This design comes from an exercise in tuning for small area, a short achievable clock period and few clock cycles on the open sky130 flow, not from production work. Only simulation tests tie the RTL to the original design; equivalence was not proved. No activity file was given, so power comes from the tool's default toggle rates.

[run.sh]
#!/bin/bash
# synth_recipe.tcl (not shown) runs the flow's synth.tcl, then flattens the netlist and writes it again
# the make line also repeats each setting of config.mk as NAME=value (left out here)
make -C /OpenROAD-flow-scripts/flow DESIGN_CONFIG=/design/flow/config.mk WORK_HOME=/design/flow/orfs CLKGATE_MAP_FILE= SYNTH_SCRIPT=/design/flow/synth_recipe.tcl finish
[config.mk]
export PLATFORM = sky130hd
export DESIGN_NAME = nut_fcv
export DESIGN_NICKNAME = nut_fcv
export VERILOG_FILES = /design/flow/design.v
export SDC_FILE = /design/flow/constraint.sdc
export NUM_CORES = 4
export LEC_CHECK = 0
export CAP_MARGIN = 30
export CORE_MARGIN = 2
export CORE_UTILIZATION = 35
export PLACE_DENSITY = 0.5
export SETUP_SLACK_MARGIN = 5
export SLEW_MARGIN = 30
[constraint.sdc]
create_clock -name core_clock -period 10.0 [get_ports {clk}]
set_input_delay 2.0000 -clock core_clock [delete_from_list [all_inputs] [get_ports {clk}]]
set_output_delay 2.0000 -clock core_clock [all_outputs]
set_load 0.01 [all_outputs]
[design.v]
module nut_fcv (
    input  wire        clk,
    input  wire        rst,         
    input  wire        bus_en,      
    input  wire        bus_we,      
    input  wire [1:0]  bus_size,    
    input  wire [11:0] bus_addr,    
    input  wire [31:0] bus_wdata,
    output reg  [31:0] bus_rdata    
);
    localparam [7:0]  SOI_CHAR     = 8'h7E;      
    localparam [7:0]  EOI_CHAR     = 8'h0D;
    localparam [15:0] PROTO_VER    = 16'h3132;   
    localparam [15:0] ADDR_DEFAULT = 16'h3130;   
    localparam [3:0] O_OK          = 4'd0;
    localparam [3:0] O_TIMEOUT     = 4'd1;
    localparam [3:0] O_IO_ERROR    = 4'd2;
    localparam [3:0] O_SHORT_READ  = 4'd3;
    localparam [3:0] O_REJECTED    = 4'd4;
    localparam [3:0] O_BAD_LCHK    = 4'd8;
    localparam [3:0] O_BAD_CHK     = 4'd9;
    localparam [3:0] O_BAD_ARGUMENT= 4'd10;
    localparam [3:0] O_ILLEGAL     = 4'd11;
    localparam [3:0] O_WRONG_MODE  = 4'd12;
    localparam [7:0] OP_BUILD    = 8'h01;
    localparam [7:0] OP_LCHK     = 8'h02;
    localparam [7:0] OP_PCHK     = 8'h03;
    localparam [7:0] OP_VALIDATE = 8'h04;
    localparam [7:0] OP_CHKLEN   = 8'h05;
    localparam [7:0] OP_CHKSUM   = 8'h06;
    localparam [7:0] OP_HEX2VAL  = 8'h07;
    localparam [7:0] OP_HEX2STR  = 8'h08;
    localparam [7:0] OP_EXCHANGE = 8'h09;
    localparam [7:0] OP_EXECUTE  = 8'h0A;
    localparam [7:0] OP_TICK     = 8'h0B;
    localparam [7:0] OP_PROBE    = 8'h0C;
    localparam [2:0] S_IDLE  = 3'd0;
    localparam [2:0] S_FIN   = 3'd1;    
    localparam [2:0] S_VC    = 3'd2;    
    localparam [2:0] S_STR   = 3'd3;    
    localparam [2:0] S_TAIL1 = 3'd4;    
    localparam [2:0] S_TAIL2 = 3'd5;    
    localparam [2:0] S_CSF   = 3'd6;    
    localparam [2:0] S_PFIN  = 3'd7;    
    localparam [2:0] M_BUILD = 3'd0;
    localparam [2:0] M_PCHK  = 3'd1;
    localparam [2:0] M_CSUM  = 3'd2;
    localparam [2:0] M_VAL   = 3'd3;
    localparam [2:0] M_STR   = 3'd4;
    localparam [2:0] M_VLD   = 3'd5;
    localparam [2:0] M_CLEN  = 3'd6;
    function [4:0] hexdig;
        input [7:0] c;
        reg ok;
        begin
            ok = (c >= 8'h30 && c <= 8'h39) || (c >= 8'h41 && c <= 8'h46) ||
                 (c >= 8'h61 && c <= 8'h66);
            hexdig = {~ok, c[6] ? c[3:0] + 4'd9 : c[3:0]};
        end
    endfunction
    function [7:0] hexchr;
        input [3:0] n;
        begin
            hexchr = (n < 4'd10) ? (8'h30 + {4'd0, n}) : (8'h37 + {4'd0, n});
        end
    endfunction
    genvar gi;
    integer i, c, q;
    wire       acc_ok = (bus_size == 2'd2) && (bus_addr[1:0] == 2'd0);
    wire       a_reg  = (bus_addr[11:6] == 6'd0);
    wire       a_tx   = (bus_addr[11:7] == 5'b00010);
    wire       a_rx   = (bus_addr[11:7] == 5'b00100);
    wire       a_pl   = (bus_addr[11:7] == 5'b00110) && (bus_addr[6:2] < 5'd28);
    wire       a_str  = (bus_addr[11:7] == 5'b01000);
    wire       a_buf  = a_tx | a_rx | a_pl | a_str;
    wire       good   = acc_ok & (a_reg | a_buf);
    wire [3:0] ridx   = bus_addr[5:2];
    wire [4:0] bw     = bus_addr[6:2];
    reg         busy, done, overrun, nonhex, buserr;
    reg  [3:0]  outcome;
    reg  [59:0] result;       
    reg  [7:0]  rc;
    reg  [15:0] addr_r;
    reg  [31:0] cid;
    reg  [7:0]  pllen;
    reg  [7:0]  txlen;
    reg  [15:0] rxlen;
    reg  [6:0]  strlen;
    reg  [47:0] tx_hdr;
    reg  [3:0]  tx_n9;
    reg  [2:0]  tx_n11;
    reg  [3:0]  tx_n12;
    reg  [2:0]  st;
    reg  [2:0]  md;
    reg  [7:0]  e_tx, e_rx;   
    reg  [7:0]  e_pll;        
    reg  [7:0]  e_plh;        
    reg  [127:0] ck;          
    reg  [79:0] ckd;          
    reg  [3:0]  ckc;          
    reg  [3:0]  lastc;        
    reg  [7:0]  slo, shi;     
    reg  [7:0]  hlo, hhi;     
    reg  [3:0]  hlen;         
    reg         par;          
    reg  [15:0] ckm;          
    reg  [15:0] ckh;          
    reg  [2:0]  rot;          
    reg         rev;          
    reg  [8:0]  jb;           
    reg  [8:0]  rm;           
    reg  [9:0]  gs;           
    reg  [7:0]  cyv;          
    reg  [2:0]  gc;           
    reg  [7:0]  gl;           
    reg  [15:0] acc;          
    reg         fnh;          
    reg  [4:0]  pnd;          
    reg  [6:0]  lreg;         
    wire [1023:0] txv, rxv, plv, stv;    
    wire hw = ~rst & bus_en & bus_we & good & ~busy;
    generate
        for (gi = 0; gi < 32; gi = gi + 1) begin : g_rx
            reg [31:0] w;
            always @(posedge clk)
                if (hw && a_rx && bw == gi) w <= bus_wdata;
            assign rxv[gi*32 +: 32] = w;
        end
    endgenerate
    generate
        for (gi = 0; gi < 27; gi = gi + 1) begin : g_pl
            reg [31:0] w;
            always @(posedge clk)
                if (hw && a_pl && bw == gi) w <= bus_wdata;
            assign plv[gi*32 +: 32] = w;
        end
    endgenerate
    reg [15:0] pl_w27;
    always @(posedge clk)
        if (hw && a_pl && bw == 5'd27) pl_w27 <= bus_wdata[15:0];
    wire [3:0]   b_lchk = 4'd0 - (pllen[3:0] + pllen[7:4]);
    wire [103:0] hdr = {hexchr(pllen[3:0]), hexchr(pllen[7:4]), 8'h30, hexchr(b_lchk),
                        cid, addr_r, PROTO_VER, SOI_CHAR};
    assign plv[895:864]   = {16'd0, pl_w27};
    assign plv[1023:896]  = {hdr, 24'd0};
    reg  [3:0]  tx_wc;
    reg  [15:0] tx_wm;
    wire [127:0] wbus;
    wire        tx_we = ~rst && ((st == S_STR && md == M_BUILD) || st == S_TAIL1 || st == S_TAIL2);
    generate
        for (gi = 13; gi < 128; gi = gi + 1) begin : g_tx
            reg [7:0] b;
            always @(posedge clk)
                if (tx_we && tx_wc == gi / 16 && tx_wm[gi % 16]) b <= wbus[(gi % 16)*8 +: 8];
            assign txv[gi*8 +: 8] = b;
        end
    endgenerate
    assign txv[103:0] = {hexchr(tx_n12), {5'b00110, tx_n11}, 8'h30, hexchr(tx_n9),
                         tx_hdr, PROTO_VER, SOI_CHAR};
    wire [7:0]  ln_dat [0:7];
    wire [7:0]  ln_wr;
    wire        st_we;
    generate
        for (gi = 0; gi < 64; gi = gi + 1) begin : g_st
            reg [7:0] b;
            always @(posedge clk)
                if (st_we && ln_wr[gi % 8] && (cyv[gi % 8] ? gs[gi / 8 + 2] : gs[gi / 8 + 1]))
                    b <= ln_dat[gi % 8];
            assign stv[gi*8 +: 8] = b;
        end
    endgenerate
    assign stv[1023:512] = 512'd0;
    wire [7:0] in_op  = bus_wdata[7:0];
    wire       is_cmdw = bus_en && bus_we && (bus_addr == 12'h000);
    wire       k_off  = (in_op == OP_PCHK) || (in_op == OP_HEX2VAL) || (in_op == OP_HEX2STR);
    wire [2:0] k_c0   = k_off ? bus_wdata[14:12] : 3'd0;
    wire       k_pl   = (in_op == OP_BUILD);
    wire       k_tx   = (in_op == OP_PCHK) && !bus_wdata[24];
    wire       k_rx   = !k_pl && !k_tx;
    reg  [7:0]   s_tx, s_rx, s_pll, s_plh, s_pl;
    reg  [3:0]   s_st;
    always @(*) begin
        for (c = 0; c < 8; c = c + 1) begin
            if (busy) begin
                s_tx[c]  = e_tx[c];
                s_rx[c]  = e_rx[c];
                s_pll[c] = e_pll[c];
                s_plh[c] = e_plh[c];
            end else if (bus_we) begin
                s_tx[c]  = k_tx && (k_c0 == c);
                s_rx[c]  = k_rx && (k_c0 == c);
                s_pll[c] = k_pl && (c == 0);
                s_plh[c] = k_pl && (c == 7);
            end else begin
                s_tx[c]  = (bus_addr[9:8] == 2'd1) && (bus_addr[6:4] == c);
                s_rx[c]  = (bus_addr[9:8] == 2'd2) && (bus_addr[6:4] == c);
                s_pll[c] = (bus_addr[9:8] == 2'd3) && (bus_addr[6:4] == c);
                s_plh[c] = (bus_addr[9:8] == 2'd3) && (bus_addr[6:4] == c);
            end
        end
        for (c = 0; c < 4; c = c + 1)
            s_st[c] = !busy && !bus_we && (bus_addr[9:8] == 2'd0) && (bus_addr[6:4] == c);
    end
    reg  [127:0] port;
    always @(*) begin
        port = 128'd0;
        for (q = 0; q < 16; q = q + 1) begin
            s_pl = (q < 3) ? s_pll : s_plh;
            for (c = 0; c < 8; c = c + 1) begin
                port[q*8 +: 8] = port[q*8 +: 8]
                               | ({8{s_tx[c]}} & txv[(c*16+q)*8 +: 8])
                               | ({8{s_rx[c]}} & rxv[(c*16+q)*8 +: 8])
                               | ({8{s_pl[c]}} & plv[(c*16+q)*8 +: 8]);
                if (c < 4)
                    port[q*8 +: 8] = port[q*8 +: 8] | ({8{s_st[c]}} & stv[(c*16+q)*8 +: 8]);
            end
        end
    end
    wire [31:0] status_word = {25'd0, buserr, nonhex, overrun, 2'b00, done, busy};
    reg  [31:0] reg_val;
    always @(*) begin
        case (ridx)
            4'h1: reg_val = status_word;
            4'h2: reg_val = {28'd0, outcome};
            4'h3: reg_val = result[31:0];
            4'h4: reg_val = {4'd0, result[59:32]};
            4'h5: reg_val = {24'd0, rc};
            4'h6: reg_val = 32'd3;                 
            4'h7: reg_val = {16'd0, addr_r};
            4'h8: reg_val = {16'd0, PROTO_VER};
            4'h9: reg_val = cid;
            4'hA: reg_val = {24'd0, pllen};
            4'hB: reg_val = {24'd0, txlen};
            4'hC: reg_val = {{16{rxlen[15]}}, rxlen};
            4'hD: reg_val = {25'd0, strlen};
            default: reg_val = 32'd0;              
        endcase
    end
    wire [31:0] buf_val = port[{bus_addr[3:2], 5'd0} +: 32];
    always @(posedge clk)
        bus_rdata <= !acc_ok ? 32'd0 : a_reg ? reg_val : a_buf ? buf_val : 32'd0;
    function [15:0] rmask;
        input [3:0] cc;
        input [7:0] lo, hi;
        integer k;
        reg fgl, fel, flh, feh;
        begin
            fgl = ({1'b0, cc} > {1'b0, lo[7:4]});
            fel = ({1'b0, cc} == {1'b0, lo[7:4]});
            flh = ({1'b0, cc} < {1'b0, hi[7:4]});
            feh = ({1'b0, cc} == {1'b0, hi[7:4]});
            for (k = 0; k < 16; k = k + 1)
                rmask[k] = (fgl || (fel && (k >= lo[3:0]))) && (flh || (feh && (k <= hi[3:0])));
        end
    endfunction
    wire [3:0]  nib [0:15];
    wire [15:0] nh;
    generate
        for (gi = 0; gi < 16; gi = gi + 1) begin : g_dec
            assign {nh[gi], nib[gi]} = ckd[gi*5 +: 5];
        end
    endgenerate
    reg  [10:0] sq [0:1];
    wire [15:0] acc_n = acc - {5'd0, sq[0]} - {5'd0, sq[1]};
    wire [3:0] phi [0:7];
    wire [3:0] plo [0:7];
    wire [7:0] phn, pln;
    generate
        for (gi = 0; gi < 8; gi = gi + 1) begin : g_pair
            if (gi == 0) begin : g0
                assign phi[gi] = par ? pnd[3:0] : nib[0];
                assign phn[gi] = par ? pnd[4]   : nh[0];
            end else begin : gn
                assign phi[gi] = par ? nib[2*gi-1] : nib[2*gi];
                assign phn[gi] = par ? nh[2*gi-1]  : nh[2*gi];
            end
            assign plo[gi] = par ? nib[2*gi] : nib[2*gi+1];
            assign pln[gi] = par ? nh[2*gi]  : nh[2*gi+1];
        end
    endgenerate
    wire        is_str = (md == M_STR);
    wire [8:0]  jq [0:7];
    wire [7:0]  p_valid, p_stop, p_eqm, p_le, p_prior, p_term, p_wr, p_nh;
    wire [8:0]  p_rin [0:7];      
    generate
        for (gi = 0; gi < 8; gi = gi + 1) begin : g_pq
            localparam [8:0] QV = gi;
            wire [8:0] jv = jb + QV;
            assign jq[gi] = jv;
            assign p_valid[gi] = !jv[8] && ($signed(rm) > $signed(QV));
            assign p_eqm[gi]   = (rm == QV);
            assign p_le[gi]    = !jv[8] && ($signed(rm) >= $signed(QV));
            assign p_stop[gi]  = p_valid[gi] && ({phi[gi], plo[gi]} == 8'h20);
            if (gi == 0) begin : g0
                assign p_prior[gi] = 1'b0;
            end else begin : gn
                assign p_prior[gi] = |p_stop[gi-1:0];
            end
            assign p_term[gi] = !p_prior[gi] && (p_stop[gi] || p_eqm[gi]);
            assign p_nh[gi]   = p_valid[gi] && !p_prior[gi] && (phn[gi] | pln[gi]);
            assign p_wr[gi]   = !p_prior[gi] && p_le[gi];
        end
        for (gi = 0; gi < 8; gi = gi + 1) begin : g_rin
            assign p_rin[gi] = rev ? {1'b0, phi[7-gi], plo[7-gi]}
                                   : {p_wr[gi], p_term[gi] ? 8'd0 : {phi[gi], plo[gi]}};
        end
    endgenerate
    wire       any_term = |p_term;
    reg  [6:0] term_j;
    always @(*) begin
        term_j = 7'd0;
        for (i = 0; i < 8; i = i + 1)
            if (p_term[i]) term_j = term_j | jq[i][6:0];
    end
    wire [8:0] p_rot [0:7];
    wire       v_a = (ckc == {1'b0, gc});
    wire       v_b = (ckc + 4'd1 == {1'b0, gc});
    generate
        for (gi = 0; gi < 8; gi = gi + 1) begin : g_lane
            localparam [2:0] R = gi;
            assign p_rot[gi] = p_rin[R + rot];
            assign ln_dat[gi] = rev ? {(2*gi+1 < hlen) ? p_rot[gi][7:4] : 4'd0,
                                       (2*gi   < hlen) ? p_rot[gi][3:0] : 4'd0}
                                    : p_rot[gi][7:0];
            assign ln_wr[gi]  = rev ? (gl[gi] ? v_a : v_b) : p_rot[gi][8];
        end
    endgenerate
    assign st_we = ~rst && (st == S_STR) && is_str;
    wire [3:0] s0 = pllen[3:0] + 4'd13;               
    wire [7:0] t13 = pllen + 8'd13;
    wire [3:0] tk = t13[7:4];
    generate
        for (gi = 0; gi < 16; gi = gi + 1) begin : g_wb
            localparam [3:0] CG = gi;
            wire [3:0] d = CG - s0;
            wire [7:0] tc = (d == 4'd0) ? hexchr(acc_n[15:12]) :
                            (d == 4'd1) ? hexchr(acc_n[11:8])  :
                            (d == 4'd2) ? hexchr(acc_n[7:4])   :
                            (d == 4'd3) ? hexchr(acc_n[3:0])   : EOI_CHAR;
            assign wbus[gi*8 +: 8] = (st == S_STR) ? ck[((gi + 3) % 16)*8 +: 8] : tc;
            wire in_t = (d <= 4'd4);
            always @(*) begin
                if (st == S_STR)        tx_wm[gi] = ckm[(gi + 3) % 16];
                else if (st == S_TAIL1) tx_wm[gi] = in_t && (gi >= s0);
                else                    tx_wm[gi] = in_t && (gi < s0);
            end
        end
    endgenerate
    always @(*) begin
        if (st == S_STR)        tx_wc = ckc;
        else if (st == S_TAIL1) tx_wc = tk;
        else                    tx_wc = tk + 4'd1;
    end
    wire [7:0]  rc_v = {nib[7], nib[8]};
    wire        rc_nh = nh[7] | nh[8];
    wire [15:0] lw = {nib[9], nib[10], nib[11], nib[12]};
    wire        lw_nh = nh[9] | nh[10] | nh[11] | nh[12];
    wire        lw_bad = (nib[9] + nib[10] + nib[11] + nib[12]) != 4'd0;
    wire signed [15:0] n_s = rxlen;
    wire [7:0]  c_op  = bus_wdata[7:0];
    wire [7:0]  c_off = bus_wdata[15:8];
    wire [7:0]  c_len = bus_wdata[23:16];
    wire [7:0]  c_aux = bus_wdata[31:24];
    wire [11:0] c_l12 = bus_wdata[19:8];
    wire [8:0]  c_end = {1'b0, c_off} + {1'b0, c_len};    
    wire [7:0]  c_e   = c_off + c_len - 8'd1;             
    wire [6:0]  c_nmax = ({1'b0, c_len[7:1]} < c_aux - 8'd1) ? c_len[7:1] : c_aux[6:0] - 7'd1;
    wire [3:0]  c_hh   = ({1'b0, c_off[3:0]} + 5'd1) >> 1;
    reg c_fmt;
    always @(*) begin
        case (c_op)
            OP_BUILD, OP_CHKLEN, OP_CHKSUM, OP_EXCHANGE, OP_TICK, OP_PROBE:
                c_fmt = (bus_wdata[31:8] == 24'd0);
            OP_LCHK:                 c_fmt = (bus_wdata[31:20] == 12'd0);
            OP_PCHK:                 c_fmt = (bus_wdata[31:25] == 7'd0);
            OP_VALIDATE, OP_EXECUTE: c_fmt = (bus_wdata[31:16] == 16'd0);
            OP_HEX2VAL:              c_fmt = (bus_wdata[31:24] == 8'd0);
            OP_HEX2STR:              c_fmt = 1'b1;
            default:                 c_fmt = 1'b0;
        endcase
    end
    wire accept = ~rst & bus_en & bus_we & good & a_reg & (ridx == 4'h0) & ~busy;
    wire [11:0] cs_l  = lw[11:0];
    wire [7:0]  cs_e  = {1'b0, cs_l[6:0]} + 8'd16;
    wire        cs_go = !lw_nh && !lw_bad && (cs_l <= 12'd110) &&
                        !(n_s < $signed({4'd0, cs_l}) + 16'sd17);
    wire str_end = is_str ? any_term : (ckc == lastc);
    reg  [3:0]  n_c;
    reg  [7:0]  n_slo, n_shi, n_hlo, n_hhi;
    reg         n_rot;
    always @(*) begin
        n_c   = ckc + 4'd1;
        n_slo = slo;
        n_shi = shi;
        n_hlo = hlo;
        n_hhi = hhi;
        n_rot = (md == M_BUILD);
        if (accept) begin
            n_c   = k_off ? c_off[7:4] : 4'd0;
            n_rot = (c_op == OP_BUILD);
            n_slo = (c_op == OP_BUILD) ? 8'd1 : c_off;
            n_shi = (c_op == OP_BUILD) ? pllen + 8'd12 : c_e;
            n_hlo = c_off;
            n_hhi = c_e;
        end else if (st == S_VC) begin
            n_c   = 4'd0;
            n_rot = 1'b0;
            n_slo = 8'd1;
            n_shi = {1'b0, cs_l[6:0]} + 8'd12;
            n_hlo = {1'b0, cs_l[6:0]} + 8'd13;
            n_hhi = {1'b0, cs_l[6:0]} + 8'd16;
        end
    end
    wire [15:0] n_sm = rmask(n_c, n_slo, n_shi);
    always @(posedge clk) begin
        ck   <= port;
        for (i = 0; i < 16; i = i + 1)
            ckd[i*5 +: 5] <= hexdig(port[i*8 +: 8]);
        pnd  <= {nh[15], nib[15]};
        for (i = 0; i < 2; i = i + 1)
            sq[i] <= (st != S_STR) ? 11'd0 :
                     (({3'd0, ckm[8*i]   ? ck[64*i +: 8]    : 8'd0} +
                       {3'd0, ckm[8*i+1] ? ck[64*i+8 +: 8]  : 8'd0}) +
                      ({3'd0, ckm[8*i+2] ? ck[64*i+16 +: 8] : 8'd0} +
                       {3'd0, ckm[8*i+3] ? ck[64*i+24 +: 8] : 8'd0})) +
                     (({3'd0, ckm[8*i+4] ? ck[64*i+32 +: 8] : 8'd0} +
                       {3'd0, ckm[8*i+5] ? ck[64*i+40 +: 8] : 8'd0}) +
                      ({3'd0, ckm[8*i+6] ? ck[64*i+48 +: 8] : 8'd0} +
                       {3'd0, ckm[8*i+7] ? ck[64*i+56 +: 8] : 8'd0}));
        ckm  <= n_rot ? {n_sm[12:0], n_sm[15:13]} : n_sm;
        ckh  <= rmask(n_c, n_hlo, n_hhi);
        acc  <= acc_n;
        e_tx  <= {e_tx[6:0], e_tx[7]};
        e_rx  <= {e_rx[6:0], e_rx[7]};
        e_pll <= {e_pll[6:0], e_pll[7]};
        e_plh <= e_pll;
        if (rst) begin
            busy      <= 1'b0;
            done      <= 1'b0;
            overrun   <= 1'b0;
            nonhex    <= 1'b0;
            buserr    <= 1'b0;
            outcome   <= 4'd0;
            result    <= 60'd0;
            rc        <= 8'd0;
            addr_r    <= ADDR_DEFAULT;
            cid       <= 32'd0;
            pllen     <= 8'd0;
            txlen     <= 8'd0;
            rxlen     <= 16'd0;
            strlen    <= 7'd0;
            st        <= S_IDLE;
        end else begin
            if (bus_en) begin
                if (!good) begin
                    buserr <= 1'b1;
                end else if (!bus_we) begin
                end else if (a_reg && ridx == 4'h1) begin
                    if (bus_wdata[4]) overrun <= 1'b0;
                    if (bus_wdata[5]) nonhex  <= 1'b0;
                    if (bus_wdata[6]) buserr  <= 1'b0;
                end else if (busy) begin
                    overrun <= 1'b1;
                end else if (a_reg) begin
                    case (ridx)
                        4'h7: addr_r <= bus_wdata[15:0];
                        4'h9: cid    <= bus_wdata;
                        4'hA: pllen  <= bus_wdata[7:0];
                        4'hC: rxlen  <= bus_wdata[15:0];
                        default: ;
                    endcase
                end
            end
            if (accept) begin
                busy    <= 1'b1;
                done    <= 1'b0;
                st      <= S_FIN;
                outcome <= O_OK;
                acc     <= 16'd0;
                ckc     <= c_off[7:4];
                e_tx    <= 8'd0;
                e_rx    <= 8'd0;
                e_pll   <= 8'd0;
                e_plh   <= 8'd0;
                if (c_op < OP_BUILD || c_op > OP_PROBE || !c_fmt) begin
                    outcome <= O_ILLEGAL;
                end else begin
                    case (c_op)
                        OP_BUILD: begin
                            e_pll <= 8'b0000_0010;
                            e_plh <= 8'b0000_0001;
                            if (pllen > 8'd110) outcome <= O_BAD_ARGUMENT;
                            else begin
                                md     <= M_BUILD;
                                st     <= S_STR;
                                ckc    <= 4'd0;
                                slo    <= 8'd1;
                                shi    <= pllen + 8'd12;
                                lastc  <= ({1'b0, pllen[6:0]} + 8'd12) >> 4;
                                txlen  <= pllen + 8'd18;
                                tx_hdr <= {cid, addr_r};
                                tx_n9  <= b_lchk;
                                tx_n11 <= pllen[6:4];
                                tx_n12 <= pllen[3:0];
                            end
                        end
                        OP_LCHK: begin
                            result <= {44'd0, 4'd0 - (c_l12[3:0] + c_l12[7:4] + c_l12[11:8]), c_l12};
                        end
                        OP_PCHK: begin
                            if (bus_wdata[24]) e_rx <= 8'd1 << (c_off[6:4] + 3'd1);
                            else               e_tx <= 8'd1 << (c_off[6:4] + 3'd1);
                            if (c_end > 9'd128) outcome <= O_BAD_ARGUMENT;
                            else if (c_len == 8'd0) result <= 60'd0;
                            else begin
                                md    <= M_PCHK;
                                st    <= S_STR;
                                slo   <= c_off;
                                shi   <= c_e;
                                lastc <= {1'b0, c_e[6:4]};
                            end
                        end
                        OP_VALIDATE, OP_CHKLEN, OP_CHKSUM: begin
                            e_rx <= 8'd1;      
                            ckc  <= 4'd0;
                            if (n_s < 0)       outcome <= O_IO_ERROR;
                            else if (n_s == 0) outcome <= O_TIMEOUT;
                            else if (c_op == OP_VALIDATE &&
                                     (n_s < 16'sd9 || n_s < $signed({8'd0, c_off})))
                                outcome <= O_SHORT_READ;
                            else if (c_op != OP_VALIDATE && n_s < 16'sd13)
                                outcome <= O_SHORT_READ;
                            else begin
                                st <= S_VC;
                                md <= (c_op == OP_VALIDATE) ? M_VLD :
                                      (c_op == OP_CHKLEN) ? M_CLEN : M_CSUM;
                            end
                        end
                        OP_HEX2VAL: begin
                            e_rx <= 8'd1 << (c_off[6:4] + 3'd1);
                            if (c_len > 8'd15) result <= 60'd0;
                            else if (c_end > 9'd128) outcome <= O_BAD_ARGUMENT;
                            else begin
                                result <= 60'd0;
                                if (c_len != 8'd0) begin
                                    md    <= M_VAL;
                                    st    <= S_STR;
                                    hlo   <= c_off;
                                    hhi   <= c_e;
                                    hlen  <= c_len[3:0];
                                    rev   <= 1'b1;
                                    rot   <= ~c_e[3:1];
                                    gc    <= c_e[6:4];
                                    for (i = 0; i < 8; i = i + 1) gl[i] <= (i <= c_e[3:1]);
                                    par   <= ~c_e[0];
                                    lastc <= {1'b0, c_e[6:4]};
                                end
                            end
                        end
                        OP_HEX2STR: begin
                            e_rx <= 8'd1 << (c_off[6:4] + 3'd1);
                            if (c_aux == 8'd0 || c_aux > 8'd128) outcome <= O_BAD_ARGUMENT;
                            else if (c_end > 9'd128) outcome <= O_BAD_ARGUMENT;
                            else begin
                                md   <= M_STR;
                                st   <= S_STR;
                                par  <= c_off[0];
                                rev  <= 1'b0;
                                rot  <= c_hh[2:0];
                                jb   <= 9'd0 - {5'd0, c_hh};
                                rm   <= {2'd0, c_nmax} + {5'd0, c_hh};
                                gs   <= (c_off[3:0] == 4'hF) ? 10'd1 : 10'd2;
                                for (i = 0; i < 8; i = i + 1) cyv[i] <= ({1'b0, c_hh[2:0]} + i) >= 8;
                            end
                        end
                        OP_EXECUTE, OP_TICK: outcome <= O_WRONG_MODE;
                        default:             outcome <= O_ILLEGAL;    
                    endcase
                end
            end
            case (st)
                S_FIN: begin
                    busy <= 1'b0;
                    done <= 1'b1;
                    st   <= S_IDLE;
                end
                S_VC: begin
                    case (md)
                        M_VLD: begin
                            rc <= rc_v;
                            if (rc_nh) nonhex <= 1'b1;
                            if (rc_v != 8'd0) begin
                                result  <= (rc_v <= 8'd6) ? {52'd0, rc_v} : 60'd7;
                                outcome <= O_REJECTED;
                            end else begin
                                result  <= {44'd0, rxlen};
                            end
                            busy <= 1'b0; done <= 1'b1; st <= S_IDLE;
                        end
                        default: begin    
                            e_rx <= 8'b0000_0010;
                            if (lw_nh) begin
                                outcome <= O_BAD_LCHK;
                                busy <= 1'b0; done <= 1'b1; st <= S_IDLE;
                            end else begin
                                result <= {48'd0, lw[11:0]};
                                if (lw_bad) begin
                                    outcome <= O_BAD_LCHK;
                                    busy <= 1'b0; done <= 1'b1; st <= S_IDLE;
                                end else if (md == M_CLEN) begin
                                    busy <= 1'b0; done <= 1'b1; st <= S_IDLE;
                                end else if (cs_l > 12'd110) begin
                                    outcome <= O_BAD_LCHK;
                                    busy <= 1'b0; done <= 1'b1; st <= S_IDLE;
                                end else if (!cs_go) begin
                                    outcome <= O_SHORT_READ;
                                    busy <= 1'b0; done <= 1'b1; st <= S_IDLE;
                                end else begin
                                    st    <= S_STR;
                                    ckc   <= 4'd0;
                                    lreg  <= cs_l[6:0];
                                    slo   <= 8'd1;
                                    shi   <= {1'b0, cs_l[6:0]} + 8'd12;
                                    hlo   <= {1'b0, cs_l[6:0]} + 8'd13;
                                    hhi   <= {1'b0, cs_l[6:0]} + 8'd16;
                                    hlen  <= 4'd4;
                                    rev   <= 1'b1;
                                    rot   <= ~cs_e[3:1];
                                    gc    <= cs_e[6:4];
                                    for (i = 0; i < 8; i = i + 1) gl[i] <= (i <= cs_e[3:1]);
                                    par   <= ~cs_l[0];
                                    lastc <= ({1'b0, cs_l[6:0]} + 8'd16) >> 4;
                                    fnh   <= 1'b0;
                                end
                            end
                        end
                    endcase
                end
                S_STR: begin
                    ckc <= ckc + 4'd1;
                    jb  <= jb + 9'd8;
                    rm  <= rm - 9'd8;
                    gs  <= {gs[8:0], 1'b0};
                    case (md)
                        M_BUILD: begin
                            if (str_end) st <= S_TAIL1;
                        end
                        M_PCHK: begin
                            if (str_end) st <= S_PFIN;
                        end
                        M_STR: begin
                            if (|p_nh) nonhex <= 1'b1;
                            if (any_term) begin
                                strlen <= term_j;
                                busy <= 1'b0; done <= 1'b1; st <= S_IDLE;
                            end
                        end
                        default: begin    
                            for (i = 0; i < 7; i = i + 1)
                                if (ln_wr[i]) result[i*8 +: 8] <= ln_dat[i];
                            if (ln_wr[7]) result[59:56] <= ln_dat[7][3:0];
                            if (md == M_VAL) begin
                                if (|(ckh & nh)) nonhex <= 1'b1;
                                if (str_end) begin
                                    busy <= 1'b0; done <= 1'b1; st <= S_IDLE;
                                end
                            end else begin
                                if (|(ckh & nh)) fnh <= 1'b1;
                                if (str_end) st <= S_CSF;
                            end
                        end
                    endcase
                end
                S_PFIN: begin
                    result <= {44'd0, acc_n};
                    busy <= 1'b0; done <= 1'b1; st <= S_IDLE;
                end
                S_TAIL1: begin
                    if (s0 >= 4'd12) st <= S_TAIL2;
                    else begin busy <= 1'b0; done <= 1'b1; st <= S_IDLE; end
                end
                S_TAIL2: begin
                    busy <= 1'b0; done <= 1'b1; st <= S_IDLE;
                end
                S_CSF: begin
                    if (fnh) begin
                        result  <= {53'd0, lreg};
                        outcome <= O_BAD_CHK;
                    end else if (result[15:0] != acc_n) begin
                        outcome <= O_BAD_CHK;
                    end
                    busy <= 1'b0; done <= 1'b1; st <= S_IDLE;
                end
                default: ;
            endcase
        end
    end
endmodule
==> impl_metrics.csv, run 1 <==
group,metric,value,unit
yosys,synth_top_cell_by_area,"edfxtp_1",
grt,grt_usage,0.393,
cts,cts_tree,"done",
placed_design,dp.cells,19700,
sta,maxSlewViolCount,0,
route,via_count,144000,
setup_path,start_kind,"primary input",
grt,grt_pass1_vias,127000,
finish,num-nets-final,14400,
sta,skew,0.170,ns
route,wire_per_inst,49.1,um
yosys,avgSynthCellArea,13.3,um2
finish,syn_to_final_growth,22.9,%
die,die-area,506000,um2
die,std_cell_rows,259,
route,drtPass1Iterations,10,
job,maxCapViolations,0,
yosys,synthCells,13100,
route,drt_iter0_drc,28000,
route,antenna_left,0,
yosys,ys_ff_latch,4007,
route,vias_per_cell,6.79,
placed_design,io_buffers,81,
yosys,syn_area,175000,um2
cts,htreeDepth,5,
sta,tns,0,ns
yosys,synth_flop_cell,"edfxtp_1",
yosys,yosys_warnings,2,
cts,clk_path_buf_depth,4,
grt,met2_usage,0.536,
pwr,peakVddDrop,0.383,mV
sta,whs,0.460,ns
pwr,leakagePower,0.0714,uW
setup_path,cp-end-kind,"flip-flop",
finish,drive_gt1_frac,0.222,
route,drc,0,
pwr,pwr_density_cell,211,nW/um2
yosys,synth-async-reset-ratio,0,
grt,grt_use_met3,0.147,
sta,min_period,5.38,ns
yosys,seq_area_frac_synth,0.659,
cts,cts_hold_buf,0,
placed_design,placed_cell_area,189000,um2
sta,fmax,186,MHz
grt,grt_pass1_wl,1320000,um
finish,stdcell_count,21200,
sta,timing.final.crit_share,0.538,
die,ios,82,
yosys,synth-edff-count,3501,
yosys,yosysTopAreaCellShare,0.601,
grt,grt.busiest_layer,"met2",
die,core_area,498000,um2
finish,mostFrequentLayoutCell,"edfxtp_1",
sta,hold_viol,0,
grt,antenna_found_initial,171,
grt,grt_overflow_total,0,
setup_path,critPathKind,"in -> reg",
cts,cts_root_buf,"clkbuf_16",
sta,grt_setup_unrepaired,"yes",
yosys,ys_types,120,
status,outcome,"complete, no violations",
cts,insertion_delay,1.15,ns
grt,grt_max_degree,71,
grt,grt_use_met1,0.501,
route,routed_wl,1040000,um
sta,setup_viol,0,
placed_design,place_hpwl,727000,um
placed_design,place.gp.congestion,1.08,
cts,numCtsBuffers,428,
die,die_w,711,um
worst_hold_path,min_path_type,"reg -> reg",
sta,tightest_slew,1.24,ns
cts,cts_num_sinks,4007,
finish,finalInstanceArea,215000,um2
die,die_h,711,um
finish,final_cell_mix,"edfxtp_1, nand2_1, buf_4",
yosys,syn_nets,13500,
sta,slew_headroom,0.173,
cts,clk_transition_reported_paths,0.06,ns
yosys,synthTopCellsByArea,"edfxtp_1, dfxtp_1, a22oi_1",
setup_path,cp.required,11.01,ns
setup_path,path_max_fanout,33,
setup_path,arrival,6.39,ns
die,start_util,0.352,
[power breakdown]
group	switching [uW]	internal, uW	leakage [uW]
Sequential	572	18800	0.0356
Combinational	6900	2480	0.0288
Clock	7240	9400	0.00697
[cells by family (layout without fill, tap and decap cells)]
kind of cell | count (synthesis) | count (layout) | synth area share
XOR/XNOR | 198 | 198 | 0.0102
adder cells (fa/ha/maj) | 360 | 360 | 0.0308
AO/OA/AOI/OAI | 3793 | 3799 | 0.158
buffers and inverters | 1246 | 2488 | 0.0279
flip-flops | 4007 | 4007 | 0.659
multiplexers | 353 | 353 | 0.0276
other | 0 | 150 | 0
AND/OR/NAND/NOR | 3171 | 3176 | 0.0863
[what timing repair did]
item                       4_1_cts  5_1_grt
setup endpoints to repair     3979     2518
cloned                          32       24
pin swaps                      143      212
resized for setup              881      451
setup buffers                  229      202
[metal layers]
metal	up-vias	share of wire
met4	68	0.10
met3	2804	0.15
met5	-	0.00082
li1	54200	-
met1	74000	0.36
met2	12700	0.39
[worst paths after layout]
check	startpoint	endpoint	slack, ns	cells past startpoint
setup / recovery	bus_wdata[0]	ckd[24]$_DFF_P_	4.62	12
hold / removal	rc[6]$_SDFFE_PP0P_	rc[6]$_SDFFE_PP0P_	0.46	2
setup reg to reg	busy$_SDFF_PP0_	bus_rdata[3]$_SDFF_PN0_	4.63	12
hold reg to reg	rc[6]$_SDFFE_PP0P_	rc[6]$_SDFFE_PP0P_	0.46	2
[critical path, cell delays in order]
cell and delay (ns):
buf_12 0.17, clkinvlp_4 0.34, or2_2 0.43, and3_2 0.37, buf_12 0.24, a221oi_1 0.70
nand4_1 0.50, or3_4 0.65, buf_6 0.17, nor3b_2 0.18, nor3_2 0.05, a31oi_1 0.18
[metrics by stage]
stage	util	power [uW]	setup slack, ns
2_1_floorplan	-	22500	4.43
3_3_place_gp	0.378	27600	0.801
3_5_place_dp	0.380	27600	1.98
4_1_cts	0.422	44300	4.70
5_1_grt	0.432	45700	4.78
6_report	0.432	45400	4.62
[cell usage after synthesis (104+ instances only)]
cell type / n
and3_1: 150
inv_1: 338
nand2_1: 1048
and2_1: 139
a22oi_1: 719
edfxtp_1: 3501
o211ai_1: 115
nor3_1: 177
buf_1: 164
buf_2: 121
o21ai_0: 436
a211oi_1: 124
xnor2_1: 143
a222oi_1: 337
nand4_1: 177
a31oi_1: 104
clkbuf_1: 601
a22o_1: 251
nor2_1: 786
dfxtp_1: 506
a221oi_1: 257
mux2i_1: 184
fa_1: 118
nand3_1: 281
a21oi_1: 705
ha_1: 241
[flip-flops by register name, indices dropped and copies added (netlist names), 22 cells and up]
| signal | flops |
|---|---|
| result | 60 |
| g_tx.b | 920 |
| g_rx.w | 1024 |
| tx_hdr | 48 |
| bus_rdata | 32 |
| g_pl.w | 864 |
| cid | 32 |
| sq | 22 |
| ck | 128 |
| g_st.b | 512 |
| ckd | 80 |
[layout make-up]
class / instances / area, um2
clock buffers: 582 / 11800
multi-input cells: 7886 / 61600
diodes: 150 / 375
inverters: 349 / 1420
fillers: 45800 / 283000
repair buffers: 1336 / 13600
well taps: 6655 / 8330
flip-flops and latches: 4007 / 115000
clock inverters: 221 / 2640
Testbench counts, summed over its fixed seeds: cycles 31,033.
==> inputs of run 2 (changes only) <==
--- a/design.v
+++ b/design.v
@@ -171,11 +171,10 @@
     endgenerate
     assign stv[1023:512] = 512'd0;
     wire [7:0] in_op  = bus_wdata[7:0];
-    wire       is_cmdw = bus_en && bus_we && (bus_addr == 12'h000);
-    wire       k_off  = (in_op == OP_PCHK) || (in_op == OP_HEX2VAL) || (in_op == OP_HEX2STR);
+    wire       k_off  = in_op[3] || (in_op[1] && in_op[0]);             
     wire [2:0] k_c0   = k_off ? bus_wdata[14:12] : 3'd0;
-    wire       k_pl   = (in_op == OP_BUILD);
-    wire       k_tx   = (in_op == OP_PCHK) && !bus_wdata[24];
+    wire       k_pl   = !in_op[3] && !in_op[2] && !in_op[1];            
+    wire       k_tx   = !in_op[2] && in_op[1] && in_op[0] && !bus_wdata[24];    
     wire       k_rx   = !k_pl && !k_tx;
     reg  [7:0]   s_tx, s_rx, s_pll, s_plh, s_pl;
     reg  [3:0]   s_st;
==> impl_metrics.csv, run 2 <==
group,metric,value,unit
status,outcome,"complete, no violations",
die,std_cell_rows,258,
placed_design,io_buffers,81,
yosys,ys_top_cells_by_count,"edfxtp_1, nand2_1, a22oi_1",
route,via_count,137000,
worst_hold_path,min_path_type,"reg -> reg",
setup_path,critPathKind,"in -> reg",
setup_path,regToRegEndpoint,"g_tx[35].b[4]$_DFFE_PP_",
yosys,synthCells,13000,
route,wire_per_inst,46.8,um
sta,fmax,194,MHz
sta,timing.final.crit_share,0.516,
cts,numCtsBuffers,426,
placed_design,place_hpwl,679000,um
yosys,yosysMostFrequentCell,"edfxtp_1",
cts,cts_num_sinks,4007,
worst_hold_path,min_path_cells,1,
route,drt_iter0_drc,25100,
finish,final_cell_mix,"edfxtp_1, nand2_1, buf_4",
cts,cts_tree,"done",
yosys,ys_types,117,
route,drc,0,
pwr,leakagePower,0.0687,uW
placed_design,place.gp.congestion,1.07,
sta,maxSlewViolCount,0,
grt,antenna_found_initial,178,
grt,grt_pass1_wl,1240000,um
setup_path,start_kind,"primary input",
setup_path,path_max_fanout,33,
setup_path,cp-end-kind,"flip-flop",
cts,htreeDepth,5,
sta,tightest_slew,1.24,ns
pwr,peakVddDrop,0.415,mV
grt,grt_overflow_total,0,
yosys,seq_area_frac_synth,0.666,
die,die_h,707,um
sta,grt_setup_unrepaired,"yes",
sta,tns,0,ns
yosys,syn_nets,13400,
sta,setup_viol,0,
yosys,syn_area,173000,um2
yosys,avgSynthCellArea,13.4,um2
cts,cts_root_buf,"clkbuf_16",
die,die_w,707,um
finish,top_register,"g_rx.w",
sta,hold_viol,0,
worst_hold_path,worstHoldEndpoint,"e_plh[3]$_DFF_P_",
cts,clk_transition_reported_paths,0.06,ns
grt,grt_usage,0.372,
cts,clk_path_buf_depth,4,
die,start_util,0.351,
yosys,synth-async-reset-ratio,0,
setup_path,reg2regPathDepth,16,
die,core_area,493000,um2
die,die-area,500000,um2
setup_path,cp.required,10.93,ns
pwr,p_total,45200,uW
yosys,yosysTopAreaCellShare,0.607,
yosys,ys_ff_latch,4007,
finish,finalInstanceArea,209000,um2
sta,whs,0.404,ns
yosys,synth-edff-count,3501,
grt,grt_pass1_vias,123000,
pwr,pwr_density_cell,216,nW/um2
setup_path,r2r_slack,4.85,ns
placed_design,placed_cell_area,187000,um2
die,ios,82,
finish,reg_top3,"g_rx.w: 1024 flops, g_tx.b: 920 flops, g_pl.w: 864 flops",
job,maxCapViolations,0,
setup_path,r2r_start,"pllen[2]$_SDFFE_PP0P_",
finish,syn_to_final_growth,20.9,%
sta,skew,0.147,ns
finish,postLayoutCoreUtil,0.424,
yosys,synth_top_cell_by_area,"edfxtp_1",
setup_path,arrival,6.09,ns
worst_hold_path,min_from,"e_plh[2]$_DFF_P_",
finish,largest_reg_flops,1024,
route,vias_per_cell,6.62,
yosys,synth_flop_cell,"edfxtp_1",
route,drtPass1Iterations,10,
finish,mostFrequentLayoutCell,"edfxtp_1",
grt,grt_max_degree,91,
sta,slew_headroom,0.174,
yosys,yosys_warnings,2,
sta,min_period,5.16,ns
route,routed_wl,965000,um
finish,drive_gt1_frac,0.201,
cts,insertion_delay,1.12,ns
yosys,synthTopCellsByArea,"edfxtp_1, dfxtp_1, a22oi_1",
finish,num-nets-final,14100,
route,antenna_left,0,
## run 2: how the worst max path moves through the flow
stage               cells past startpoint  slack [ns]                       end             startpoint
global route                           12        4.84   g_st[15].b[0]$_DFFE_PP_        rm[6]$_DFFE_PP_
floorplan                              22        4.19           ckm[10]$_DFF_P_            bus_addr[8]
CTS                                    15        4.89   g_tx[13].b[1]$_DFFE_PP_  pllen[2]$_SDFFE_PP0P_
global placement                       11        1.15  bus_rdata[19]$_SDFF_PN0_           bus_wdata[1]
detailed placement                     10        2.32  bus_rdata[17]$_SDFF_PN0_                 bus_we
finish                                 13        4.84           ckd[59]$_DFF_P_            bus_addr[5]
## run 2: where the power goes
part / total, uW / switching [uW] / internal (uW)
logic: 9560 / 6810 / 2740
clock network: 16100 / 7110 / 9000
registers: 19600 / 731 / 18800
total: 45200 / 14700 / 30600
## run 2: layout make-up
class | instances | area [um2]
Fill cell | 45300 | 284000
Sequential cell | 4007 | 115000
Multi-Input combinational cell | 7733 | 59200
Clock buffer | 532 | 11300
Timing Repair Buffer | 1142 | 11000
Tap cell | 6500 | 8130
Clock inverter | 258 | 2550
Inverter | 362 | 1430
Antenna cell | 98 | 245
## run 2: cell families (layout without fill, tap and decap cells)
family,count (synthesis),after routing,synth area share
flops,4007,4007,0.666
compound gates,3876,3883,0.163
simple gates,3020,3029,0.0838
buf+inv,1231,2294,0.0285
fa+ha+maj,355,355,0.0308
mux,268,268,0.0176
xor+xnor,198,198,0.0103
other cells,0,98,0
## run 2: what timing repair did
item                                     CTS  global route
endpoints found under the setup margin  4907          2736
hold buffers                               0             0
gates cloned                              25             3
setup buffers                            206           110
resized for setup                        795           342
pin swaps                                121            98
## run 2: critical path, cell delays in order
cell and delay (ns):
buf_6 0.20, buf_6 0.30, or2_2 0.30, o31ai_4 0.12, buf_12 0.19, buf_4 0.33, a222oi_1 0.68, and4_2 0.48
nand4_1 0.14, nor2_2 0.40, ha_1 0.26, a31oi_1 0.08, o211ai_1 0.41
## run 2: metrics by stage
step | instances | setup slack, ns
after floorplan | 13000 | 4.19
after global placement | 19400 | 1.15
after detailed placement | 19400 | 2.32
after CTS | 20400 | 4.89
after global routing | 20500 | 4.84
final | 20600 | 4.84
## run 2: metal layers
| metal | GRT usage | routed length [um] | part of all wire |
|---|---|---|---|
| met1 | 0.491 | 363000 | 0.38 |
| met2 | 0.523 | 391000 | 0.41 |
| met3 | 0.124 | 130000 | 0.13 |
| met4 | 0.238 | 79400 | 0.082 |
| met5 | 0 | 1360 | 0.0014 |
Testbench counts of run 2, summed over its fixed seeds: cycles 31,033.
==> inputs of run 3 (changes only) <==
--- a/design.v
+++ b/design.v
@@ -34,14 +34,15 @@
     localparam [7:0] OP_EXECUTE  = 8'h0A;
     localparam [7:0] OP_TICK     = 8'h0B;
     localparam [7:0] OP_PROBE    = 8'h0C;
-    localparam [2:0] S_IDLE  = 3'd0;
-    localparam [2:0] S_FIN   = 3'd1;    
-    localparam [2:0] S_VC    = 3'd2;    
-    localparam [2:0] S_STR   = 3'd3;    
-    localparam [2:0] S_TAIL1 = 3'd4;    
-    localparam [2:0] S_TAIL2 = 3'd5;    
-    localparam [2:0] S_CSF   = 3'd6;    
-    localparam [2:0] S_PFIN  = 3'd7;    
+    localparam [3:0] S_IDLE  = 3'd0;
+    localparam [3:0] S_FIN   = 3'd1;    
+    localparam [3:0] S_VC    = 3'd2;    
+    localparam [3:0] S_STR   = 3'd3;    
+    localparam [3:0] S_TAIL1 = 3'd4;    
+    localparam [3:0] S_TAIL2 = 3'd5;    
+    localparam [3:0] S_CSF   = 3'd6;    
+    localparam [3:0] S_PFIN  = 3'd7;    
+    localparam [3:0] S_RR    = 4'd8;    
     localparam [2:0] M_BUILD = 3'd0;
     localparam [2:0] M_PCHK  = 3'd1;
     localparam [2:0] M_CSUM  = 3'd2;
@@ -90,7 +91,9 @@
     reg  [3:0]  tx_n9;
     reg  [2:0]  tx_n11;
     reg  [3:0]  tx_n12;
-    reg  [2:0]  st;
+    reg  [3:0]  st;
+    reg  [3:0]  t_s0;         
+    reg  [3:0]  t_k;          
     reg  [2:0]  md;
     reg  [7:0]  e_tx, e_rx;   
     reg  [7:0]  e_pll;        
@@ -325,9 +328,8 @@
         end
     endgenerate
     assign st_we = ~rst && (st == S_STR) && is_str;
-    wire [3:0] s0 = pllen[3:0] + 4'd13;               
-    wire [7:0] t13 = pllen + 8'd13;
-    wire [3:0] tk = t13[7:4];
+    wire [3:0] s0 = t_s0;
+    wire [3:0] tk = t_k;
     generate
         for (gi = 0; gi < 16; gi = gi + 1) begin : g_wb
             localparam [3:0] CG = gi;
@@ -381,6 +383,7 @@
     wire accept = ~rst & bus_en & bus_we & good & a_reg & (ridx == 4'h0) & ~busy;
     wire [11:0] cs_l  = lw[11:0];
     wire [7:0]  cs_e  = {1'b0, cs_l[6:0]} + 8'd16;
+    wire        cs_l3 = (cs_l[6:0] >= 7'd3);
     wire        cs_go = !lw_nh && !lw_bad && (cs_l <= 12'd110) &&
                         !(n_s < $signed({4'd0, cs_l}) + 16'sd17);
     wire str_end = is_str ? any_term : (ckc == lastc);
@@ -397,17 +400,20 @@
         if (accept) begin
             n_c   = k_off ? c_off[7:4] : 4'd0;
             n_rot = (c_op == OP_BUILD);
-            n_slo = (c_op == OP_BUILD) ? 8'd1 : c_off;
-            n_shi = (c_op == OP_BUILD) ? pllen + 8'd12 : c_e;
+            n_slo = (c_op == OP_BUILD || c_op == OP_CHKSUM) ? 8'd1 : c_off;
+            n_shi = (c_op == OP_BUILD) ? pllen + 8'd12 : (c_op == OP_CHKSUM) ? 8'd15 : c_e;
             n_hlo = c_off;
             n_hhi = c_e;
         end else if (st == S_VC) begin
-            n_c   = 4'd0;
+            n_c   = 4'd1;
             n_rot = 1'b0;
             n_slo = 8'd1;
             n_shi = {1'b0, cs_l[6:0]} + 8'd12;
             n_hlo = {1'b0, cs_l[6:0]} + 8'd13;
             n_hhi = {1'b0, cs_l[6:0]} + 8'd16;
+        end else if (st == S_RR) begin
+            n_c   = 4'd0;
+            n_rot = 1'b0;
         end
     end
     wire [15:0] n_sm = rmask(n_c, n_slo, n_shi);
@@ -417,7 +423,7 @@
             ckd[i*5 +: 5] <= hexdig(port[i*8 +: 8]);
         pnd  <= {nh[15], nib[15]};
         for (i = 0; i < 2; i = i + 1)
-            sq[i] <= (st != S_STR) ? 11'd0 :
+            sq[i] <= !(st == S_STR || (st == S_VC && md == M_CSUM && cs_l3)) ? 11'd0 :
                      (({3'd0, ckm[8*i]   ? ck[64*i +: 8]    : 8'd0} +
                        {3'd0, ckm[8*i+1] ? ck[64*i+8 +: 8]  : 8'd0}) +
                       ({3'd0, ckm[8*i+2] ? ck[64*i+16 +: 8] : 8'd0} +
@@ -501,6 +507,8 @@
                                 tx_n9  <= b_lchk;
                                 tx_n11 <= pllen[6:4];
                                 tx_n12 <= pllen[3:0];
+                                t_s0   <= pllen[3:0] + 4'd13;
+                                t_k    <= ({1'b0, pllen[6:0]} + 8'd13) >> 4;
                             end
                         end
                         OP_LCHK: begin
@@ -520,7 +528,7 @@
                             end
                         end
                         OP_VALIDATE, OP_CHKLEN, OP_CHKSUM: begin
-                            e_rx <= 8'd1;      
+                            e_rx <= 8'd2;      
                             ckc  <= 4'd0;
                             if (n_s < 0)       outcome <= O_IO_ERROR;
                             else if (n_s == 0) outcome <= O_TIMEOUT;
@@ -597,7 +605,7 @@
                             busy <= 1'b0; done <= 1'b1; st <= S_IDLE;
                         end
                         default: begin    
-                            e_rx <= 8'b0000_0010;
+                            e_rx <= cs_l3 ? 8'b0000_0100 : 8'b0000_0001;
                             if (lw_nh) begin
                                 outcome <= O_BAD_LCHK;
                                 busy <= 1'b0; done <= 1'b1; st <= S_IDLE;
@@ -615,8 +623,8 @@
                                     outcome <= O_SHORT_READ;
                                     busy <= 1'b0; done <= 1'b1; st <= S_IDLE;
                                 end else begin
-                                    st    <= S_STR;
-                                    ckc   <= 4'd0;
+                                    st    <= cs_l3 ? S_STR : S_RR;
+                                    ckc   <= 4'd1;
                                     lreg  <= cs_l[6:0];
                                     slo   <= 8'd1;
                                     shi   <= {1'b0, cs_l[6:0]} + 8'd12;
@@ -670,6 +678,11 @@
                         end
                     endcase
                 end
+                S_RR: begin
+                    e_rx <= 8'b0000_0010;
+                    ckc  <= 4'd0;
+                    st   <= S_STR;
+                end
                 S_PFIN: begin
                     result <= {44'd0, acc_n};
                     busy <= 1'b0; done <= 1'b1; st <= S_IDLE;
==> impl_metrics.csv, run 3 <==
group,metric,value,unit
yosys,yosys_warnings,2,
finish,drive_gt1_frac,0.213,
setup_path,arrival,6.25,ns
job,maxCapViolations,0,
die,die_w,706,um
die,start_util,0.352,
setup_path,crit_path_top_delay_cell,"nand4_1",
yosys,seq_area_frac_synth,0.670,
sta,skew,0.117,ns
yosys,synthCells,12800,
finish,largest_reg_flops,1024,
setup_path,start_kind,"primary input",
setup_path,cp_num_buf_inv,2,
sta,slew_headroom,0.161,
setup_path,path_max_fanout,9,
sta,grt_setup_unrepaired,"yes",
route,drc,0,
grt,grt_overflow_total,0,
yosys,synth_top_cell_by_area,"edfxtp_1",
grt,grt_max_degree,100,
route,via_count,138000,
setup_path,cp.required,11.00,ns
sta,tightest_slew,1.26,ns
sta,whs,0.403,ns
grt,grt_usage,0.396,
sta,fmax,191,MHz
pwr,leakagePower,0.0700,uW
yosys,syn_nets,13200,
setup_path,critical-path-top-delay-family,"simple AND/OR/NAND/NOR gates",
finish,syn_to_final_growth,21.9,%
cts,cts_root_buf,"clkbuf_16",
cts,htreeDepth,5,
finish,mostFrequentLayoutCell,"edfxtp_1",
yosys,ys_ff_latch,4016,
pwr,peakVddDrop,0.305,mV
yosys,synthTopCellsByArea,"edfxtp_1, dfxtp_1, a22oi_1",
grt,grt_pass1_wl,1300000,um
setup_path,critical_path.max_stage_delay,0.79,ns
yosys,yosysMostFrequentCell,"edfxtp_1",
sta,hold_viol,0,
pwr,pwr_density_cell,225,nW/um2
sta,tns,0,ns
yosys,avgSynthCellArea,13.4,um2
yosys,syn_area,172000,um2
placed_design,place_hpwl,743000,um
sta,timing.final.crit_share,0.525,
grt,grt_pass1_vias,124000,
die,std_cell_rows,257,
die,ios,82,
cts,numCtsBuffers,433,
finish,reg_top3,"g_rx.w: 1024 flops, g_tx.b: 920 flops, g_pl.w: 864 flops",
finish,top_register,"g_rx.w",
cts,clk_path_buf_depth,4,
route,antenna_left,0,
yosys,synth-async-reset-ratio,0,
placed_design,io_buffers,81,
status,outcome,"complete, no violations",
finish,num-nets-final,14100,
worst_hold_path,min_path_type,"reg -> reg",
yosys,yosysTopAreaCellShare,0.611,
placed_design,place.gp.congestion,1.07,
sta,setup_viol,0,
grt,antenna_found_initial,194,
route,drt_iter0_drc,26800,
cts,clk_transition_reported_paths,0.07,ns
yosys,synth-edff-count,3509,
die,core_area,490000,um2
setup_path,crit_chain,"buf_4 > or4_4 > nor2_1 > nand3_1 > o21a_1 > nor2_1 > buf_4 > nand4_1 > nor2_4 > a22o_1",
yosys,synth_flop_cell,"edfxtp_1",
route,routed_wl,1030000,um
setup_path,critPathKind,"in -> reg",
finish,final_cell_mix,"edfxtp_1, nand2_1, buf_4",
cts,cts_tree,"done",
setup_path,cp-end-kind,"flip-flop",
sta,min_period,5.25,ns
yosys,ys_types,109,
die,die_h,706,um
yosys,ys_top_cells_by_count,"edfxtp_1, nand2_1, nor2_1",
route,vias_per_cell,6.70,
route,drtPass1Iterations,9,
cts,insertion_delay,1.12,ns
cts,cts_num_sinks,4016,
sta,maxSlewViolCount,0,
route,wire_per_inst,49.8,um
die,die-area,498000,um2
run 3: cell types whose count changed in the layout (fill, tap and decap cells not counted), moves of 59 or more:
cell      change
a21oi_1      -93
a222oi_1     +93
a22o_1       -82
a22oi_1     -163
buf_4        +81
mux4_2       +62
nand2_1     +197
nand4_1      +77
nor2_1       +59
run 3: cell type report:
cell class                      count  area [um2]
Antenna cell                       97         243
Clock buffer                      544       11400
Clock inverter                    263        2610
Fill cell                       45000      280000
Inverter                          376        1480
Multi-Input combinational cell   7610       58300
Sequential cell                  4016      116000
Tap cell                         6475        8100
Timing Repair Buffer             1275       12600
run 3: worst paths after layout:
kind / from / to / slack (ns) / cells past startpoint
worst max-delay path: bus_wdata[4] / e_tx[7]$_DFF_P_ / 4.75 / 10
worst min-delay path: ckd[75]$_DFF_P_ / pnd[0]$_DFF_P_ / 0.40 / 0
worst max register to register: st[1]$_SDFF_PP0_ / g_tx[46].b[6]$_DFFE_PP_ / 4.86 / 10
worst min register to register: ckd[75]$_DFF_P_ / pnd[0]$_DFF_P_ / 0.40 / 0
run 3: cells by family after synthesis:
group | Yosys count | synth area share
compound gates | 3488 | 0.149
mux | 303 | 0.0240
fa+ha+maj | 351 | 0.0306
flops | 4016 | 0.670
buf+inv | 1206 | 0.0276
xor+xnor | 206 | 0.0106
simple gates | 3258 | 0.0885
run 3: metrics by stage:
step / util / cell area [um2] / cells / worst slack [ns] / total power (uW)
after floorplan: - / 174000 / 12800 / 4.56 / 23000
after global placement: 0.379 / 186000 / 19300 / 0.775 / 29400
after detailed placement: 0.381 / 187000 / 19300 / 2.04 / 29400
after CTS: 0.422 / 207000 / 20400 / 4.88 / 46100
after global routing: 0.428 / 210000 / 20600 / 4.89 / 47500
final: 0.429 / 210000 / 20700 / 4.75 / 47200
run 3: layer usage:
layer  vias up  part of all wire  routed length [um]  track usage
li1      52700                 -                   -            -
met1     71700              0.37              376000        0.504
met2     11300              0.41              419000        0.558
met3      2719              0.13              138000        0.140
met4        84             0.092               94600        0.281
met5         -           0.00090                 926      0.00529
run 3: report_power, final:
group,total [uW],internal [uW],switching (uW)
combinational,11300,2950,8340
clock,16300,8980,7320
sequential,19600,18900,699
run 3: what timing repair did:
| item | 4_1_cts | 5_1_grt |
|---|---|---|
| resized for setup | 767 | 355 |
| setup endpoints to repair | 5050 | 2653 |
| gates cloned | 19 | 13 |
| hold buffers | 0 | 0 |
| setup buffers | 261 | 107 |
| pin swaps | 158 | 132 |
Testbench counts of run 3, summed over its fixed seeds: cycles 30,839.
==> inputs of run 4 (changes only) <==
--- a/config.mk
+++ b/config.mk
@@ -8,6 +8,9 @@
 export CAP_MARGIN = 30
 export CORE_MARGIN = 2
 export CORE_UTILIZATION = 35
+export CTS_BUF_LIST = sky130_fd_sc_hd__clkbuf_8 sky130_fd_sc_hd__clkbuf_16
+export CTS_CLUSTER_DIAMETER = 80
+export CTS_CLUSTER_SIZE = 30
 export PLACE_DENSITY = 0.5
 export SETUP_SLACK_MARGIN = 5
 export SLEW_MARGIN = 30
==> impl_metrics.csv, run 4 <==
group,metric,value,unit
status,outcome,"complete, no violations",
finish,num-nets-final,13900,
route,wl_met3,141000,um
finish,top_register,"g_rx.w",
yosys,synth-async-reset-ratio,0,
route,via_count,136000,
die,die-area,498000,um2
pwr,leakagePower,0.0670,uW
yosys,synthCells,12800,
yosys,avgSynthCellArea,13.4,um2
setup_path,critPathKind,"reg -> reg",
sta,hold_viol,0,
placed_design,place.gp.congestion,1.07,
route,vias_per_cell,6.73,
setup_path,cp.required,10.88,ns
placed_design,place_hpwl,743000,um
setup_path,reg2regPathDepth,11,
worst_hold_path,min_path_type,"reg -> reg",
setup_path,arrival,6.28,ns
worst_hold_path,worstHoldEndpoint,"pnd[0]$_DFF_P_",
route,drt_iter0_drc,27200,
cts,numCtsBuffers,211,
grt,grt_usage,0.395,
yosys,synth_flop_cell,"edfxtp_1",
finish,syn_to_final_growth,18.3,%
setup_path,cp-end-kind,"flip-flop",
setup_path,r2r_start,"pllen[3]$_SDFFE_PP0P_",
cts,cts_root_buf,"clkbuf_16",
yosys,synth-edff-count,3509,
finish,reg_top3,"g_rx.w: 1024 flops, g_tx.b: 920 flops, g_pl.w: 864 flops",
placed_design,placed_cell_area,187000,um2
job,maxCapViolations,0,
grt,grt_overflow_total,0,
route,dr.max_layer_used,"met5",
pwr,swShare,0.369,
finish,final_cell_mix,"edfxtp_1, nand2_1, buf_4",
die,die_w,706,um
setup_path,regToRegEndpoint,"bus_rdata[29]$_SDFF_PN0_",
cts,cts_num_sinks,4016,
die,std_cell_rows,257,
sta,slew_headroom,0.156,
pwr,pwr_density_cell,206,nW/um2
route,wire_per_inst,50.5,um
finish,largest_reg_flops,1024,
sta,maxSlewViolCount,0,
sta,setup_viol,0,
sta,grt_setup_unrepaired,"yes",
route,antenna_left,0,
grt,grt_max_degree,100,
grt,grt_pass1_vias,121000,
grt,antenna_found_initial,175,
route,routed_wl,1020000,um
yosys,syn_nets,13200,
die,ios,82,
route,wl_met2,417000,um
placed_design,io_buffers,81,
finish,drive_gt1_frac,0.200,
die,core_area,490000,um2
cts,clk_transition_reported_paths,0.12,ns
route,met1Wirelength,371000,um
sta,fmax,185,MHz
setup_path,path_max_fanout,7,
yosys,ys_types,109,
die,die_h,706,um
pwr,seqPwrFrac,0.466,
sta,timing.final.crit_share,0.541,
cts,clk_path_buf_depth,4,
pwr,pwr-share-comb,0.269,
route,drc,0,
yosys,synth_top_cell_by_area,"edfxtp_1",
pwr,peakVddDrop,0.276,mV
pwr,switchingPower,15500,uW
finish,mostFrequentLayoutCell,"edfxtp_1",
pwr,p_int,26500,uW
sta,tns,0,ns
cts,insertion_delay,1.09,ns
sta,whs,0.408,ns
sta,skew,0.151,ns
sta,tightest_slew,1.25,ns
yosys,ys_ff_latch,4016,
yosys,yosys_warnings,2,
yosys,seq_area_frac_synth,0.670,
sta,min_period,5.41,ns
worst_hold_path,min_from,"ckd[75]$_DFF_P_",
yosys,syn_area,172000,um2
finish,finalInstanceArea,204000,um2
yosys,synthTopCellsByArea,"edfxtp_1, dfxtp_1, a22oi_1",
setup_path,start_kind,"flip-flop",
yosys,ys_top_cells_by_count,"edfxtp_1, nand2_1, nor2_1",
grt,grt_pass1_wl,1290000,um
yosys,yosysTopAreaCellShare,0.611,
cts,htreeDepth,4,
worst_hold_path,min_path_cells,0,
finish,fillers,45400,
die,start_util,0.352,
yosys,yosysMostFrequentCell,"edfxtp_1",
route,drtPass1Iterations,11,
pwr,clkPwrFrac,0.264,
setup_path,r2r_slack,4.59,ns
cts,cts_tree,"done",
==> run 4: cell types whose count changed in the layout (fill, tap and decap cells not counted), moves of 34 or more <==
cell / before / now
clkinv_1: 79 / 9
clkinv_2: 92 / 12
clkbuf_1: 96 / 0
nor2_2: 76 / 111
clkbuf_16: 446 / 228
nor2_4: 186 / 152
==> run 4: layout make-up <==
type | count | area (um2) | area share
clock buffer | 221 | 5500 | 0.0269
multi-input combinational | 7612 | 58100 | 0.285
antenna | 107 | 268 | 0.00131
tap | 6475 | 8100 | 0.0397
inverter | 376 | 1510 | 0.00739
sequential | 4016 | 116000 | 0.567
timing repair buffer | 1282 | 12800 | 0.0629
clock inverter | 154 | 2110 | 0.0103
==> run 4: timing repair <==
item,in CTS,in global routing
hold endpoints to repair,0,0
endpoints found under the setup margin,5055,1731
cloned,25,12
buffers inserted,246,125
pin swaps,160,164
gates resized for setup,793,339
hold buffers,0,0
==> run 4: per-stage QoR <==
stage / util / instances / power [uW] / worst slack [ns]
finish: 0.416 / 20200 / 42000 / 4.59
global route: 0.416 / 20100 / 42100 / 4.75
CTS: 0.409 / 20000 / 40800 / 4.91
detailed placement: 0.381 / 19300 / 29400 / 2.04
global placement: 0.379 / 19300 / 29400 / 0.775
floorplan: - / 12800 / 23000 / 4.56
==> run 4: kinds of logic after synthesis <==
kind of cell | count (synthesis) | synth area share
AO/OA/AOI/OAI | 3488 | 0.149
AND/OR/NAND/NOR | 3258 | 0.0885
adder cells (fa/ha/maj) | 351 | 0.0306
XOR/XNOR | 206 | 0.0106
buffers and inverters | 1206 | 0.0276
multiplexers | 303 | 0.0240
flip-flops | 4016 | 0.670
==> run 4: per-layer routing <==
metal  global-route usage  up-vias
met2                0.558    11100
met3                0.140     2519
met1                0.503    70600
met4                0.278       66
met5              0.00144        -
li1                     -    52000
==> run 4: how the worst max path moves through the flow <==
stage / from / to / slack, ns / cells past startpoint
CTS: bus_wdata[1] / ckd[73]$_DFF_P_ / 4.91 / 17
detailed placement: bus_addr[8] / ckd[29]$_DFF_P_ / 2.04 / 15
global route: ckm[12]$_DFF_P_ / sq[1][9]$_SDFF_PN0_ / 4.75 / 17
floorplan: bus_wdata[24] / rm[6]$_DFFE_PP_ / 4.56 / 22
finish: pllen[3]$_SDFFE_PP0P_ / bus_rdata[29]$_SDFF_PN0_ / 4.59 / 11
global placement: bus_wdata[5] / result[42]$_SDFF_PP0_ / 0.77 / 12
==> run 4: critical path: stages (launching register included) <==
cell,delay (ns)
dfxtp_1,0.78
buf_4,0.36
ha_1,0.79
a21oi_1,0.24
a21oi_1,0.91
a21oi_1,0.43
a21oi_1,0.22
nand4_1,0.27
nor3_1,0.35
and4_2,0.63
mux2_2,0.25
o21ai_0,0.08
==> run 4: power by group through the flow <==
stage	logic [uW]	clock network (uW)	registers [uW]
after floorplan	3610	0	19400
after global placement	9530	0	19900
after detailed placement	9560	0	19900
after CTS	10300	11100	19500
after global routing	11000	11600	19500
final	11300	11100	19600

port drivers added, routing unchanged:
How much do the figures lean on ideal ports? The routed layouts below were timed once more, with nothing changed but the port constraints. Step 1 sets driving cells, clkbuf_16 on the clock port and buf_2 on the other inputs (assumed; they add their load-dependent delay and slew). Step 2 times the ports against the registers' clock, not the clock port: input delays grow and output delays shrink by t, the midpoint of the rising clock arrivals with the driver on. Slacks: ideal ports / drivers / drivers and shift; pairs: ideal ports / drivers.
| run | shift t [ns] | setup slack, ns | cell pins on the clock port's net |
|---|---|---|---|
| run 1 | 1.196 | 4.619 / 4.362 / 3.166 | 1 |
| run 2 | 1.166 | 4.844 / 4.815 / 3.649 | 1 |
| run 3 | 1.205 | 4.752 / 4.818 / 3.613 | 1 |
| run 4 | 1.139 | 4.593 / 4.593 / 3.595 | 1 |
After both steps setup and hold are still met in every run listed. The setup slack of run 1, which loses most, moves by -0.257 ns with the drivers and by -1.453 ns with both steps.
